What follows belongs to an exercise in optimizing a design on an open flow for small area, a short achievable clock period and few clock cycles per item; a production flow would make more cautious choices. Function not checked in this run: the RTL went through the layout flow alone. Power is estimated from default activity; no workload was simulated.

## flow/constraint.sdc

```tcl
create_clock -name core_clock -period 16.0 [get_ports {clk}]
set_input_delay 3.2000 -clock core_clock [delete_from_list [all_inputs] [get_ports {clk}]]
set_output_delay 3.2000 -clock core_clock [all_outputs]
set_load 0.01 [all_outputs]
```

## flow/config.mk

```make
export PLATFORM = sky130hd
export DESIGN_NAME = demosaic_rgb_stream
export DESIGN_NICKNAME = demosaic_rgb_stream
export VERILOG_FILES = /design/flow/design.v
export SDC_FILE = /design/flow/constraint.sdc
export NUM_CORES = 4
export LEC_CHECK = 0
export CAP_MARGIN = 20
export CORE_MARGIN = 2
export CORE_UTILIZATION = 40
export SLEW_MARGIN = 20
```

## flow/design.v

```verilog
module demosaic_rgb_stream (
    input  wire        clk,
    input  wire        rst,         
    input  wire        in_valid,
    output wire        in_ready,
    input  wire [79:0] in_col,      
    input  wire        in_last,     
    input  wire [15:0] max_val,     
    input  wire [4:0]  shift,       
    input  wire        row_odd,     
    output wire        out_valid,
    input  wire        out_ready,
    output reg  [15:0] out_r,
    output reg  [15:0] out_g,
    output reg  [15:0] out_b,
    output reg         out_last
);
    reg [15:0] cfg_max;
    reg [4:0]  cfg_shift;
    reg        cfg_odd;
    wire [15:0] f_s = in_col[32 +: 16];
    wire [16:0] f_p = {1'b0, in_col[16 +: 16]} + {1'b0, in_col[48 +: 16]};
    wire [16:0] f_q = {1'b0, in_col[ 0 +: 16]} + {1'b0, in_col[64 +: 16]};
    reg [15:0] w0_s, w1_s, w2_s, w3_s, w4_s;
    reg [16:0] w1_p, w2_p, w3_p, w4_p;
    reg [16:0] w2_q, w3_q, w4_q;
    reg        win_valid;    
    reg        win_par;      
    reg        win_last;     
    reg [1:0]  in_cnt;       
    reg [1:0]  flush_cnt;    
    reg        a_valid;
    reg        a_par;
    reg        a_last;
    reg [16:0] a_kx;         
    reg [16:0] a_ky;         
    reg [15:0] a_nat;        
    reg        o_v, sk_v;
    reg [15:0] sk_r, sk_g, sk_b;
    reg        sk_last;
    reg        rdy;          
    wire       adv = !sk_v;  
    assign out_valid = o_v;
    assign in_ready  = rdy;
    wire take  = in_valid && rdy;
    wire pop   = o_v && out_ready;
    wire push  = adv && a_valid;
    wire flush = adv && (flush_cnt != 2'd0);
    always @(posedge clk) begin
        if (rst) begin
            win_valid <= 1'b0;
            win_par   <= 1'b0;
            win_last  <= 1'b0;
            in_cnt    <= 2'd0;
            flush_cnt <= 2'd0;
        end else if (adv) begin
            if (flush_cnt != 2'd0) begin
                w0_s <= w1_s;
                w1_s <= w2_s; w1_p <= w2_p;
                w2_s <= w3_s; w2_p <= w3_p; w2_q <= w3_q;
                w3_s <= w4_s; w3_p <= w4_p; w3_q <= w4_q;
                w4_s <= w3_s; w4_p <= w3_p;
                win_valid <= 1'b1;
                win_par   <= ~win_par;
                win_last  <= (flush_cnt == 2'd1);
                flush_cnt <= flush_cnt - 2'd1;
            end else if (take) begin
                win_last <= 1'b0;
                if (in_cnt == 2'd0) begin
                    w4_s <= f_s; w4_p <= f_p; w4_q <= f_q;
                    cfg_max   <= max_val;
                    cfg_shift <= shift;
                    cfg_odd   <= row_odd;
                    win_valid <= 1'b0;
                    in_cnt    <= 2'd1;
                end else if (in_cnt == 2'd1) begin
                    w1_s <= w4_s; w1_p <= w4_p;
                    w2_s <= f_s;  w2_p <= f_p;  w2_q <= f_q;
                    w3_s <= w4_s; w3_p <= w4_p; w3_q <= w4_q;
                    w4_s <= f_s;  w4_p <= f_p;  w4_q <= f_q;
                    win_valid <= 1'b0;
                    win_par   <= 1'b1;      
                    in_cnt    <= 2'd2;
                end else begin
                    w0_s <= w1_s;
                    w1_s <= w2_s; w1_p <= w2_p;
                    w2_s <= w3_s; w2_p <= w3_p; w2_q <= w3_q;
                    w3_s <= w4_s; w3_p <= w4_p; w3_q <= w4_q;
                    w4_s <= f_s;  w4_p <= f_p;  w4_q <= f_q;
                    win_valid <= 1'b1;
                    win_par   <= ~win_par;
                end
                if (in_last) begin
                    flush_cnt <= 2'd2;
                    in_cnt    <= 2'd0;
                end
            end else begin
                win_valid <= 1'b0;
            end
        end
    end
    wire green = cfg_odd ^ win_par;
    wire signed [22:0] c_  = {7'd0, w2_s};
    wire signed [22:0] v1  = {6'd0, w2_p};
    wire signed [22:0] v2  = {6'd0, w2_q};
    wire signed [22:0] h1a = {7'd0, w1_s};
    wire signed [22:0] h1b = {7'd0, w3_s};
    wire signed [22:0] h2a = {7'd0, w0_s};
    wire signed [22:0] h2b = {7'd0, w4_s};
    wire signed [22:0] da  = {6'd0, w1_p};
    wire signed [22:0] db  = {6'd0, w3_p};
    wire signed [22:0] x_t1 = green ? (c_ <<< 1)  : (v1 <<< 2);
    wire signed [22:0] x_h1 = green ? ((h1a + h1b) <<< 3) : ((h1a + h1b) <<< 2);
    wire signed [22:0] x_t3 = green ? da : v2;
    wire signed [22:0] x_t4 = green ? db : 23'sd0;
    wire signed [22:0] x_t5 = green ? v2 : 23'sd0;
    wire signed [22:0] acc_x = (c_ <<< 3) + x_t1 + x_h1 - ((h2a + h2b) <<< 1)
                             - ((x_t3 + x_t4) <<< 1) + x_t5;
    wire signed [22:0] y_t1 = green ? (c_ <<< 1) : (c_ <<< 2);
    wire signed [22:0] y_t2 = green ? (v1 <<< 3) : -v2;
    wire signed [22:0] y_da = green ? -(da <<< 1) : (da <<< 2);
    wire signed [22:0] y_db = green ? -(db <<< 1) : (db <<< 2);
    wire signed [22:0] y_h2 = green ? (h2a + h2b) : -((h2a + h2b) + ((h2a + h2b) <<< 1));
    wire signed [22:0] acc_y = (c_ <<< 3) - (v2 <<< 1) + y_t1 + y_t2 + y_da + y_db + y_h2;
    wire [16:0] qx = acc_x[22] ? 17'd0 : acc_x[20:4];
    wire [16:0] qy = acc_y[22] ? 17'd0 : acc_y[20:4];
    always @(posedge clk) begin
        if (rst) begin
            a_valid <= 1'b0;
        end else if (adv) begin
            a_valid <= win_valid;
            a_par   <= win_par;
            a_last  <= win_last;
            a_kx    <= qx;
            a_ky    <= qy;
            a_nat   <= w2_s;
        end
    end
    wire [15:0] cx = (a_kx >= {1'b0, cfg_max}) ? cfg_max : a_kx[15:0];
    wire [15:0] cy = (a_ky >= {1'b0, cfg_max}) ? cfg_max : a_ky[15:0];
    reg [15:0] pr, pg, pb;
    always @(*) begin
        case ({cfg_odd, a_par})
            2'b00:   begin pr = a_nat; pg = cx;    pb = cy;    end  
            2'b01:   begin pr = cx;    pg = a_nat; pb = cy;    end  
            2'b10:   begin pr = cy;    pg = a_nat; pb = cx;    end  
            default: begin pr = cy;    pg = cx;    pb = a_nat; end  
        endcase
    end
    wire [15:0] nr = pr >> cfg_shift;
    wire [15:0] ng = pg >> cfg_shift;
    wire [15:0] nb = pb >> cfg_shift;
    wire head_from_skid = sk_v;                        
    wire head_load = sk_v ? pop : (push && (!o_v || pop));
    wire skid_load = push && o_v && !pop;
    wire o_v_n  = sk_v ? 1'b1 : (push || (o_v && !pop));
    wire sk_v_n = sk_v ? !pop : skid_load;
    always @(posedge clk) begin
        if (rst) begin
            o_v  <= 1'b0;
            sk_v <= 1'b0;
        end else begin
            o_v  <= o_v_n;
            sk_v <= sk_v_n;
        end
        if (head_load) begin
            if (head_from_skid) begin
                out_r <= sk_r; out_g <= sk_g; out_b <= sk_b; out_last <= sk_last;
            end else begin
                out_r <= nr;   out_g <= ng;   out_b <= nb;   out_last <= a_last;
            end
        end
        if (skid_load) begin
            sk_r <= nr; sk_g <= ng; sk_b <= nb; sk_last <= a_last;
        end
    end
    reg [1:0] flush_cnt_n;
    reg       win_valid_n;
    reg [1:0] in_cnt_n;
    always @(*) begin
        flush_cnt_n = flush_cnt;
        win_valid_n = win_valid;
        in_cnt_n    = in_cnt;
        if (adv) begin
            if (flush_cnt != 2'd0) begin
                flush_cnt_n = flush_cnt - 2'd1;
                win_valid_n = 1'b1;
            end else if (take) begin
                win_valid_n = (in_cnt == 2'd2);
                in_cnt_n    = (in_cnt == 2'd2) ? 2'd2 : in_cnt + 2'd1;
                if (in_last) begin
                    flush_cnt_n = 2'd2;
                    in_cnt_n    = 2'd0;
                end
            end else begin
                win_valid_n = 1'b0;
            end
        end
    end
    always @(posedge clk) begin
        if (rst) begin
            rdy <= 1'b1;
        end else begin
            rdy <= !sk_v_n && (flush_cnt_n == 2'd0) &&
                   !(in_cnt_n == 2'd0 && win_valid_n);
        end
    end
endmodule
```

## flow/run.sh

```bash
#!/bin/bash
# synth_recipe.tcl (not shown) runs the flow's synth.tcl, then flattens the netlist and writes it again
# the make line also repeats each setting of config.mk as NAME=value (left out here)
make -C /OpenROAD-flow-scripts/flow DESIGN_CONFIG=/design/flow/config.mk WORK_HOME=/design/flow/orfs CLKGATE_MAP_FILE= SYNTH_SCRIPT=/design/flow/synth_recipe.tcl finish
```

==> impl_metrics.env <==
export IMPL_tritoncts="yes"
export IMPL_grt_overflow_total=0
export IMPL_gr_usage_met3_pct=2.593
export IMPL_slew_viol_final=0
export IMPL_avgRoutedWirePerCell_um=19.42
export IMPL_total_power_mw=7.833
export IMPL_mappedNetlistArea_sq_um=31220
export IMPL_post_cts_hold_buffer_count=0
export IMPL_clock_fmax_mhz=110.0
export IMPL_critical_path_endpoint_type="flop"
export IMPL_design_die_area_sq_um=80290
export IMPL_final_setup_skew_ps=32.35
export IMPL_grt_busiest_layer="met2"
export IMPL_synthesized_netlist_net_count=3739
export IMPL_finalSetupViolations=0
export IMPL_ctsResizeCount=0
export IMPL_tritoncts_num_buffers=45
export IMPL_cp_required_ps=16300
export IMPL_vias_in_the_first_global_route=23670
export IMPL_crit_path_max_incr_delay_ps=730
export IMPL_final_period_minus_worst_setup_slack_ps=9091
export IMPL_worst_skew_pair_late_latency_ps=600
export IMPL_hold_violations=0
export IMPL_syn_instance_count=3270
export IMPL_ant_nets=0
export IMPL_grt_util_met2_pct=35.83
export IMPL_ys_warnings=1
export IMPL_setup_tns_final_ps=0
export IMPL_drt_vias_per_instance=5.434
export IMPL_postCtsSetupRepairBufs=0
export IMPL_yosysUniqueCellTypes=91
export IMPL_floorplan_die_width_um=283.4
export IMPL_p_per_area_nw_per_um2=221.4
export IMPL_drive_above_1_share_pct=6.889
export IMPL_clock_net_sink_count=382
export IMPL_avgSynthCellArea_sq_um=9.547
export IMPL_crit_type="flop to flop"
export IMPL_pin_count_of_the_biggest_net_entering_global_routing=107
export IMPL_start_util_pct=40.36
export IMPL_netlist_top_cell_by_area="sky130_fd_sc_hd__edfxtp_1"
export IMPL_antenna_found_initial=0
export IMPL_synth_top_area_cells="sky130_fd_sc_hd__edfxtp_1 36%, sky130_fd_sc_hd__ha_1 9.7%, sky130_fd_sc_hd__fa_1 7.8%"
export IMPL_crit_path_max_fo=17
export IMPL_globalRouteMet1Util_pct=28.82
export IMPL_ys_ff_latch=382
export IMPL_cp_start_kind="flop"
export IMPL_placement_io_buffers=157
export IMPL_coreArea_sq_um=77340
export IMPL_finalNetCount=3848
export IMPL_dominantRegCellSynth="sky130_fd_sc_hd__edfxtp_1"
export IMPL_drc=0
export IMPL_drt_first_pass_iters=5
export IMPL_timing_hold_worst_class="flop to flop"
export IMPL_dp_final_hpwl_mm=67.79
export IMPL_hold_path_cell_count=0
export IMPL_slew_headroom_pct=28.45
export IMPL_cts_htree_levels=2
export IMPL_number_of_enable_type_register_cells_in_the_synthesized_netlist=371
export IMPL_place_congestion=0.9136
export IMPL_placement_setup_worst_slack_ps=6886
export IMPL_reg2regPathDepth=31
export IMPL_via_count=24190
export IMPL_grt_pass1_wl_mm=135.3
export IMPL_area_delta_synth_final_pct=13.35
export IMPL_clockBufferDepth=3
export IMPL_row_count=102
export IMPL_io_pins=158
export IMPL_outcome="complete, no violations"
export IMPL_drt_initial_drc_count=1916
export IMPL_timing_max_cap_violations=0
export IMPL_area_fraction_of_the_dominant_cell_type_after_synthesis_pct=35.69
export IMPL_fin_ws_ps=6909
export IMPL_cts_root_buf="sky130_fd_sc_hd__clkbuf_16"
export IMPL_power_ir_vdd_worst_mv=0.1864
export IMPL_timing_critical_path_mode_cell="sky130_fd_sc_hd__a21o_1"
export IMPL_route_final_wire_length_mm=86.46
export IMPL_ffs_w_async_s_r_synth_pct=0
export IMPL_rsz0062_at_grt="false"
export IMPL_grt_use_total_pct=21.24
export IMPL_postLayoutCoreUtil_pct=45.75
export IMPL_critical_path_arrival_ps=9390
export IMPL_crit_slowest_cell="sky130_fd_sc_hd__o41ai_1"
export IMPL_cts_reportedPaths_clkPinSlew_ps=60
export IMPL_fin_crit_sh_pct=56.82
export IMPL_tightest_slew_ps=1073
export IMPL_die_y_extent_um=283.4
export IMPL_sequential_area_share_after_synthesis_pct=36.39
export IMPL_leakage_power_total_nw=14.51
## layout by cell type (no fill, tap or decap), types with 14 or more instances in the layout
cell type / Yosys / final
sky130_fd_sc_hd__a211oi_1: 21 / 21
sky130_fd_sc_hd__a21boi_0: 16 / 14
sky130_fd_sc_hd__a21o_1: 35 / 35
sky130_fd_sc_hd__a21oi_1: 181 / 179
sky130_fd_sc_hd__a31oi_1: 19 / 19
sky130_fd_sc_hd__and2_1: 30 / 29
sky130_fd_sc_hd__and3_1: 21 / 21
sky130_fd_sc_hd__buf_4: 2 / 30
sky130_fd_sc_hd__clkbuf_16: 0 / 45
sky130_fd_sc_hd__clkdlybuf4s50_1: 0 / 157
sky130_fd_sc_hd__edfxtp_1: 371 / 371
sky130_fd_sc_hd__fa_1: 121 / 121
sky130_fd_sc_hd__ha_1: 241 / 241
sky130_fd_sc_hd__inv_1: 305 / 304
sky130_fd_sc_hd__mux2_2: 47 / 47
sky130_fd_sc_hd__mux2i_1: 81 / 81
sky130_fd_sc_hd__mux4_2: 30 / 30
sky130_fd_sc_hd__nand2_1: 546 / 545
sky130_fd_sc_hd__nand2b_1: 18 / 18
sky130_fd_sc_hd__nand3_1: 43 / 43
sky130_fd_sc_hd__nor2_1: 218 / 216
sky130_fd_sc_hd__nor2b_1: 26 / 26
sky130_fd_sc_hd__nor3_1: 77 / 77
sky130_fd_sc_hd__o211ai_1: 27 / 27
sky130_fd_sc_hd__o21a_1: 23 / 23
sky130_fd_sc_hd__o21ai_0: 173 / 173
sky130_fd_sc_hd__o21bai_1: 18 / 18
sky130_fd_sc_hd__o221ai_1: 28 / 28
sky130_fd_sc_hd__o31ai_1: 32 / 32
sky130_fd_sc_hd__or2_2: 18 / 18
sky130_fd_sc_hd__or3_1: 21 / 21
sky130_fd_sc_hd__xnor2_1: 105 / 105
sky130_fd_sc_hd__xor2_1: 52 / 51
## state kept, by name, summed over array words and instances (netlist names), 17 cells and up
register,count
w2_q,17
w3_q,17
a_kx,17
w4_p,17
w1_p,17
a_ky,17
w3_p,17
w2_p,17
w4_q,17
## layout make-up
| cell class | count | area [sq um] |
|---|---|---|
| tap | 1040 | 1301 |
| timing repair buffer | 188 | 1817 |
| clock buffer | 56 | 1167 |
| inverter | 310 | 1164 |
| fill | 7447 | 41960 |
| multi-input combinational | 2452 | 18290 |
| antenna | 1 | 2.502 |
| clock inverter | 23 | 281.5 |
| sequential | 382 | 11360 |
## critical path: cells and delay by family (launching register included)
kind,cells,cell delay [ps]
compound gates,16,3820
fa+ha+maj,6,2450
xor+xnor,4,1410
simple gates,2,500
flops,1,440
buf+inv,3,150
## where the power goes
part	internal, mW	switching [mW]	total [mW]
registers	1.43	0.0888	1.52
clock network	0.589	0.431	1.02
logic	2.25	3.04	5.29
## synthesized netlist by cell type, types with 30 or more instances
master and number:
sky130_fd_sc_hd__nand2_1 546, sky130_fd_sc_hd__edfxtp_1 371, sky130_fd_sc_hd__inv_1 305, sky130_fd_sc_hd__ha_1 241
sky130_fd_sc_hd__nor2_1 218, sky130_fd_sc_hd__a21oi_1 181, sky130_fd_sc_hd__o21ai_0 173, sky130_fd_sc_hd__fa_1 121
sky130_fd_sc_hd__xnor2_1 105, sky130_fd_sc_hd__clkbuf_1 102, sky130_fd_sc_hd__mux2i_1 81, sky130_fd_sc_hd__nor3_1 77
sky130_fd_sc_hd__xor2_1 52, sky130_fd_sc_hd__mux2_2 47, sky130_fd_sc_hd__nand3_1 43, sky130_fd_sc_hd__a21o_1 35
sky130_fd_sc_hd__o31ai_1 32, sky130_fd_sc_hd__and2_1 30, sky130_fd_sc_hd__mux4_2 30
## cells by family (layout without fill, tap and decap cells)
group | Yosys count | in the layout | share of synthesized area, %
and+or+nand+nor | 1078 | 1078 | 15.30
DFF | 382 | 382 | 36.39
adders and majority gates | 362 | 362 | 17.42
other | 0 | 1 | 0
buffers and inverters | 436 | 577 | 5.343
xor gates and xnor gates | 161 | 161 | 4.637
AOI/OAI and AO/OA | 691 | 691 | 14.33
muxes | 160 | 160 | 6.573
## per-layer routing
layer / share of wire, % / wire length, um
met3: 4.7 / 4065
met5: 0 / 0
met4: 2.5 / 2197
met2: 48 / 41380
met1: 45 / 38810
## metrics by stage
step | cell area, sq um | hold slack, ps | cells
2_1_floorplan | 31230 | 400.3 | 3270
3_3_place_gp | 33930 | 401.0 | 4372
3_5_place_dp | 33930 | 404.5 | 4372
4_1_cts | 35380 | 418.7 | 4451
5_1_grt | 35380 | 425.5 | 4451
6_report | 35380 | 417.3 | 4452
## worst paths after layout
kind | startpoint | to | slack, ps
setup / recovery | w4_s[1]$_DFFE_PP_ | a_ky[1]$_SDFFCE_PP0P_ | 6910
hold / removal | w4_q[7]$_DFFE_PP_ | w3_q[7]$_DFFE_PP_ | 420
setup reg to reg | w4_s[1]$_DFFE_PP_ | a_ky[1]$_SDFFCE_PP0P_ | 6910
hold reg to reg | w4_q[7]$_DFFE_PP_ | w3_q[7]$_DFFE_PP_ | 420

==> static timing again, ports no longer ideal <==
The results above use ideal ports. As a check the final layout listed here was re-extracted and re-timed, cells and wires unchanged.
Step 1, drivers: a clkbuf_16 drives clk and a buf_2 each remaining input, both assumed.
Step 2, shift: input delay + t, output delay - t, t = (earliest + latest rising clock arrival at the registers) / 2. This alone moves slack from input paths to output paths.
a / b / c = ideal / step 1 / step 2; a / b = the first two.
t, ns: 0.653
slack for setup (ns): 6.909 / 6.909 / 6.909
worst slew at a driven data input, ns: 0.07
After both steps setup and hold are still met in this run. For this run, drivers alone change the setup slack by 0.000 ns; drivers and shift together by 0.000 ns.
